Context: an optimization exercise on an open-source flow, tuned for small area and a short achievable clock period. The choices shown serve that exercise and are no tape-out recipe. Only simulation tests tie the RTL to the original design; equivalence was not proved.

==> inputs of run E <==
// ook_decoder
module ook_decoder (
    input  wire        clk,
    input  wire        rst,
    input  wire        edge_valid,
    input  wire        edge_level,
    input  wire [31:0] edge_ts,
    input  wire        tick,
    output wire        rec_valid,
    output wire [7:0]  rec_id,
    output wire        rec_battery_ok,
    output wire [7:0]  rec_channel,
    output wire [15:0] rec_temp,
    output wire [7:0]  rec_hum,
    output reg  [15:0] ovf_count,
    output reg  [15:0] desync_count
);
clock: 10.0 ns
lec_check: 0
cap_margin: 20
core_margin: 2
core_utilization: 60
slew_margin: 20
standard.sh (not shown) runs the stock make flow with config.mk's settings and CLKGATE_MAP_FILE= SYNTH_SCRIPT=/design/flow/synth_recipe.tcl, a recipe that flattens the netlist after the stock synthesis.
==> flow/flow/run.sh <==
#!/bin/bash
# Standard layout (the standard.sh: standard synthesis, floorplan,
# placement, CTS, routing) with two changes: the post-placement, post-CTS
# and post-route timing repair aims for a margin below the clock period,
# and the port buffers are a small plain buffer cell.
set -euo pipefail
bash standard.sh SETUP_SLACK_MARGIN=6.5 \
  "BUFFER_PORTS_ARGS=-buffer_cell sky130_fd_sc_hd__buf_2" finish > flow_standard.log 2>&1
==> inputs of run C, as changes to run E <==
--- a/flow/design.v
+++ b/flow/design.v
@@ -1,24 +1,13 @@
-module ook_assembler (
-    input  wire        clk,
-    input  wire        rst,
-    input  wire        edge_valid,
-    input  wire        edge_level,
-    input  wire [31:0] edge_ts,
-    output wire        enq,         
-    output wire [63:0] enq_frame,   
-    output wire        desync       
+module ook_window (
+    input  wire [31:0] x,
+    input  wire [31:0] t0,
+    output wire        in_mark,
+    output wire        in_bit,    
+    output wire        lo_one,    
+    output wire        in_gap
 );
-    reg [31:0] t0;
-    reg        got_mark;
-    reg [63:0] acc;
-    reg        acc_zero;
-    reg        pend_v;
-    reg        pend_bit;
-    reg        pend_zero;
-    reg [7:0]  bit_count;
-    wire [31:0] x = edge_ts;
     wire [12:0] bg = ~x[12:0] & t0[12:0];      
     wire [12:0] bp = ~(x[12:0] ^ t0[12:0]);    
     wire [12:0] g1, p1, g2, p2, g3, p3, g4;
     genvar i;
     generate
@@ -75,48 +64,77 @@
     endgenerate
     wire        hi_eq1 = (|hit1) | (&hz);
     wire        hi_ok  = b13 ? hi_eq1 : hi_eq0;
     wire lo_mark = (d >= 13'd400)  && (d <= 13'd600);
     wire lo_zero = (d >= 13'd900)  && (d <= 13'd1100);
-    wire lo_one  = (d >= 13'd1900) && (d <= 13'd2100);
+    assign lo_one = (d >= 13'd1900) && (d <= 13'd2100);
     wire lo_gap  = (d >= 13'd3900) && (d <= 13'd4100);
-    wire in_mark = hi_ok && lo_mark;
-    wire in_zero = hi_ok && lo_zero;
-    wire in_one  = hi_ok && lo_one;
-    wire in_gap  = hi_ok && lo_gap;
-    wire rise    = edge_valid && edge_level && got_mark;
-    wire do_bit  = rise && (lo_zero || lo_one) && hi_ok;
-    wire do_gap  = rise && in_gap;
-    wire bc36    = (bit_count == 8'd36);
-    assign enq       = do_gap && bc36;
-    assign desync    = do_gap && !bc36;
+    assign in_mark = hi_ok && lo_mark;
+    assign in_bit  = hi_ok && (lo_zero || lo_one);
+    assign in_gap  = hi_ok && lo_gap;
+endmodule
+module ook_assembler (
+    input  wire        clk,
+    input  wire        rst,
+    input  wire        edge_valid,
+    input  wire        edge_level,
+    input  wire [31:0] edge_ts,
+    input  wire        do_bit,      
+    input  wire        do_gap,      
+    output wire        in_mark,
+    output wire        in_bit,
+    output wire        in_gap,
+    output reg         got_mark,
+    output wire        bc36,        
+    output wire [63:0] enq_frame    
+);
+    reg [31:0] t0;
+    reg [63:0] acc;
+    reg        acc_zero;
+    reg        pend_v;
+    reg        pend_bit;
+    reg        pend_zero;
+    reg        pend_gap;
+    reg [7:0]  bit_count;   
+    wire lo_one;
+    ook_window u_win (
+        .x       (edge_ts),
+        .t0      (t0),
+        .in_mark (in_mark),
+        .in_bit  (in_bit),
+        .lo_one  (lo_one),
+        .in_gap  (in_gap)
+    );
+    assign bc36      = !pend_gap && (pend_v ? (bit_count == 8'd35) : (bit_count == 8'd36));
     assign enq_frame = acc;
     always @(posedge clk) begin
         if (rst) begin
             t0        <= 32'd0;
             got_mark  <= 1'b0;
             acc_zero  <= 1'b1;
-            bit_count <= 8'd0;
         end else if (edge_valid) begin
             t0 <= edge_ts;
             if (!edge_level) begin
                 got_mark <= in_mark;
             end else if (do_bit) begin
                 acc_zero  <= 1'b0;
-                bit_count <= bit_count + 8'd1;
             end else if (do_gap) begin
                 acc_zero  <= 1'b1;
-                bit_count <= 8'd0;
             end
         end
     end
     always @(posedge clk) begin
         pend_v    <= do_bit && !rst;
+        pend_gap  <= do_gap && !rst;
         pend_bit  <= lo_one;
         pend_zero <= acc_zero;
         if (pend_v)
             acc <= {acc[62:0] & {63{!pend_zero}}, pend_bit};
+        if (rst || pend_gap)
+            bit_count <= 8'd0;
+        else if (pend_v)
+            bit_count <= bit_count + 8'd1;
     end
 endmodule
 module ook_queue #(
     parameter QCAP = 10
 ) (
@@ -124,10 +142,11 @@
     input  wire        rst,
     input  wire        enq,
     input  wire [63:0] enq_frame,
     input  wire        deq,         
     output wire        empty,
+    output wire        full,
     output wire [29:0] head_fields,
     output wire        head_match,  
     output wire        ovf          
 );
     function [29:0] fields(input [63:0] f);
@@ -135,12 +154,13 @@
     endfunction
     reg [63:0]     newest;                  
     reg [29:0]     fld [1:QCAP-1];          
     reg [QCAP-1:0] match;                   
     reg            pend;                    
-    reg [QCAP-1:0] occ;                     
-    wire full = occ[QCAP-1];
+    reg [QCAP-1:0] occ_m;                   
+    wire [QCAP-1:0] occ = pend ? {occ_m[QCAP-2:0], 1'b1} : occ_m;
+    assign full = occ[QCAP-1];
     assign empty = !occ[0];
     assign ovf   = enq && full && !deq;
     wire new_match = (enq_frame == newest) && (enq_frame[11:8] == 4'b1111);
     integer i;
     always @(posedge clk) begin
@@ -153,11 +173,11 @@
                 fld[i]   <= fld[i-1];
                 match[i] <= match[i-1];
             end
         end
     end
-    wire [QCAP:0] last = {1'b0, occ} & ~{2'b0, occ[QCAP-1:1]};   
+    wire [QCAP:0] last = ({1'b0, occ} & ~{2'b0, occ[QCAP-1:1]}) & {(QCAP+1){!rst}};
     reg [29:0] h_f;
     reg        h_m;
     always @(*) begin
         h_f = 30'd0;
         h_m = 1'b0;
@@ -177,18 +197,15 @@
     end
     assign head_fields = h_f;
     assign head_match  = h_m;
     always @(posedge clk) begin
         if (rst) begin
-            pend <= 1'b0;
-            occ  <= {QCAP{1'b0}};
+            pend  <= 1'b0;
+            occ_m <= {QCAP{1'b0}};
         end else begin
-            pend <= enq;
-            if (enq && !deq && !full)
-                occ <= {occ[QCAP-2:0], 1'b1};
-            else if (deq && !enq)
-                occ <= {1'b0, occ[QCAP-1:1]};
+            pend  <= enq;
+            occ_m <= deq ? {1'b0, occ[QCAP-1:1]} : occ;
         end
     end
 endmodule
 module ook_evaluator (
     input  wire        clk,
@@ -215,11 +232,10 @@
         if (rst) begin
             drain     <= 1'b0;
             ref_ok    <= 1'b0;
             two_valid <= 1'b0;
             rec_valid <= 1'b0;
-            r_f       <= 30'd0;
         end else begin
             rec_valid <= accept;
             ref_ok    <= deq;
             if (!drain) begin
                 if (tick)
@@ -228,20 +244,45 @@
                 drain     <= 1'b0;
                 two_valid <= 1'b0;
             end else if (accept) begin
                 two_valid <= 1'b1;
             end
-            if (accept)
-                r_f <= q_fields;
         end
     end
+    always @(posedge clk) begin
+        if (rst || accept)
+            r_f <= q_fields;
+    end
     assign rec_id         = r_f[29:22];
     assign rec_battery_ok = r_f[21];
     assign rec_channel    = {6'd0, r_f[20], 1'b0};
     assign rec_temp       = {{4{r_f[19]}}, r_f[19:8]};
     assign rec_hum        = r_f[7:0];
 endmodule
+module ook_events (
+    input  wire rst,
+    input  wire edge_valid,
+    input  wire edge_level,
+    input  wire got_mark,
+    input  wire in_bit,
+    input  wire in_gap,
+    input  wire bc36,
+    input  wire ovf_ok,       
+    input  wire desync_ok,    
+    output wire do_bit,
+    output wire do_gap,
+    output wire enq,
+    output wire ovf_en,       
+    output wire desync_en     
+);
+    wire rise = edge_valid && edge_level && got_mark;
+    assign do_bit    = rise && in_bit;
+    assign do_gap    = rise && in_gap;
+    assign enq       = do_gap && bc36;
+    assign ovf_en    = rst || (do_gap && bc36 && ovf_ok);
+    assign desync_en = rst || (do_gap && !bc36 && desync_ok);
+endmodule
 module ook_decoder (
     input  wire        clk,
     input  wire        rst,
     input  wire        edge_valid,
     input  wire        edge_level,
@@ -254,35 +295,58 @@
     output wire [15:0] rec_temp,
     output wire [7:0]  rec_hum,
     output reg  [15:0] ovf_count,
     output reg  [15:0] desync_count
 );
-    wire        enq;
+    wire        in_mark, in_bit, in_gap, got_mark, bc36;
+    wire        do_bit, do_gap, enq, ovf_en, desync_en;
     wire [63:0] enq_frame;
-    wire        desync;
     wire        deq;
     wire        q_empty;
+    wire        q_full;
     wire [29:0] q_fields;
     wire        q_match;
     wire        ovf;
     ook_assembler u_asm (
         .clk        (clk),
         .rst        (rst),
         .edge_valid (edge_valid),
         .edge_level (edge_level),
         .edge_ts    (edge_ts),
+        .do_bit     (do_bit),
+        .do_gap     (do_gap),
+        .in_mark    (in_mark),
+        .in_bit     (in_bit),
+        .in_gap     (in_gap),
+        .got_mark   (got_mark),
+        .bc36       (bc36),
+        .enq_frame  (enq_frame)
+    );
+    ook_events u_ev (
+        .rst        (rst),
+        .edge_valid (edge_valid),
+        .edge_level (edge_level),
+        .got_mark   (got_mark),
+        .in_bit     (in_bit),
+        .in_gap     (in_gap),
+        .bc36       (bc36),
+        .ovf_ok     (q_full && !deq && !(&ovf_count)),
+        .desync_ok  (!(&desync_count)),
+        .do_bit     (do_bit),
+        .do_gap     (do_gap),
         .enq        (enq),
-        .enq_frame  (enq_frame),
-        .desync     (desync)
+        .ovf_en     (ovf_en),
+        .desync_en  (desync_en)
     );
     ook_queue u_queue (
         .clk         (clk),
         .rst         (rst),
         .enq         (enq),
         .enq_frame   (enq_frame),
         .deq         (deq),
         .empty       (q_empty),
+        .full        (q_full),
         .head_fields (q_fields),
         .head_match  (q_match),
         .ovf         (ovf)
     );
     ook_evaluator u_eval (
@@ -312,16 +376,11 @@
                 assign desync_inc[k] = desync_count[k] ^ (&desync_count[k-1:0]);
             end
         end
     endgenerate
     always @(posedge clk) begin
-        if (rst) begin
-            ovf_count    <= 16'd0;
-            desync_count <= 16'd0;
-        end else begin
-            if (ovf && !(&ovf_count))
-                ovf_count <= ovf_inc;
-            if (desync && !(&desync_count))
-                desync_count <= desync_inc;
-        end
+        if (ovf_en)
+            ovf_count <= ovf_inc & {16{!rst}};
+        if (desync_en)
+            desync_count <= desync_inc & {16{!rst}};
     end
 endmodule
==> flow/flow/run.sh (replaced) <==
#!/bin/bash
# The standard layout (standard.sh), with these changes:
# - synthesis leaves adders to ABC instead of mapping them to the
#   library's half/full adder cells (ADDER_MAP_FILE empty), and does not
#   use the slow 3- and 4-input OR/AND/majority and 2111 cells, so that the
#   timestamp window logic is built as shallow logic;
# - the timing repair after placement, CTS and global routing aims for a
#   margin below the clock period;
# - the port buffers are a small plain buffer cell.
set -euo pipefail
# the platform's don't-use list, plus the slow cells
DU=$(make -s -C "$FLOW_HOME" DESIGN_CONFIG="$PWD/config.mk" WORK_HOME="$PWD/orfs" print-DONT_USE_CELLS | sed -n 's/^DONT_USE_CELLS: //p')
LIB="$FLOW_HOME/platforms/sky130hd/lib/sky130_fd_sc_hd__tt_025C_1v80.lib"
EXTRA=$(grep -oE 'cell \("?sky130_fd_sc_hd__(or3|or3b|or4|or4b|or4bb|and4|and4b|and4bb|a2111o|a2111oi|o2111a|o2111ai|maj3)_[0-9]+' "$LIB" | sed -E 's/cell \("?//' | tr '\n' ' ')
[ -n "$DU" ] || { echo "no platform dont-use list" >&2; exit 1; }
echo "DONT_USE_CELLS=$DU $EXTRA" > flow_dont_use.log
bash standard.sh ADDER_MAP_FILE= SETUP_SLACK_MARGIN=6 "DONT_USE_CELLS=$DU $EXTRA" \
  "BUFFER_PORTS_ARGS=-buffer_cell sky130_fd_sc_hd__buf_2" finish > flow_standard.log 2>&1
Settings changed: CTS_CLUSTER_DIAMETER set to 100, CTS_CLUSTER_SIZE set to 20.
==> summary of the runs <==
Of run E and run C, run E has the higher critical path depth (gap 4). Against run E, the via count of run C is smaller by 9.4%. In run E the sequential share of layout area is lower than in run C, by 6.4 points. In run C the maximum frequency is larger than in run E, by 13%. Clock skew: run C is higher than run E (2.0 ps). Between run C and run E, the lower non-clock buffer count is in run C (gap 23). Run E completed with no timing, DRC or antenna violations. Run C went through all stages and came out clean. Between run E and run C, the lower setup slack is in run E (gap 530 ps). Die area: run E is larger than run C (about 1.2%).

separate check: timing with driven ports:
The flow's constraints put no driver on any port. The routed layouts listed below were extracted and timed again, unchanged, in two steps.
Step 1, drivers: a clkbuf_16 drives clk and a buf_2 each remaining input, both assumed.
Step 2 also shifts input and output timing later by t, the mid clock arrival at the registers, as if the neighbouring blocks saw the same clock.
a / b / c = ideal ports / drivers / drivers and shift; a / b = the first two.
run | t (ns) | setup slack, ns | worst hold slack (ns) | worst setup path at the end | pins driven straight from the clock port
run E | 0.649 | 5.355 / 5.363 / 4.713 | 0.348 / 0.348 / 0.348 | input to register | 1
run C | 0.643 | 5.883 / 5.893 / 5.250 | 0.353 / 0.353 / 0.353 | input to register | 1
After both steps every run listed still meets setup and hold. For run E, which loses most, drivers alone change the setup slack by +0.008 ns; drivers and shift together by -0.642 ns.
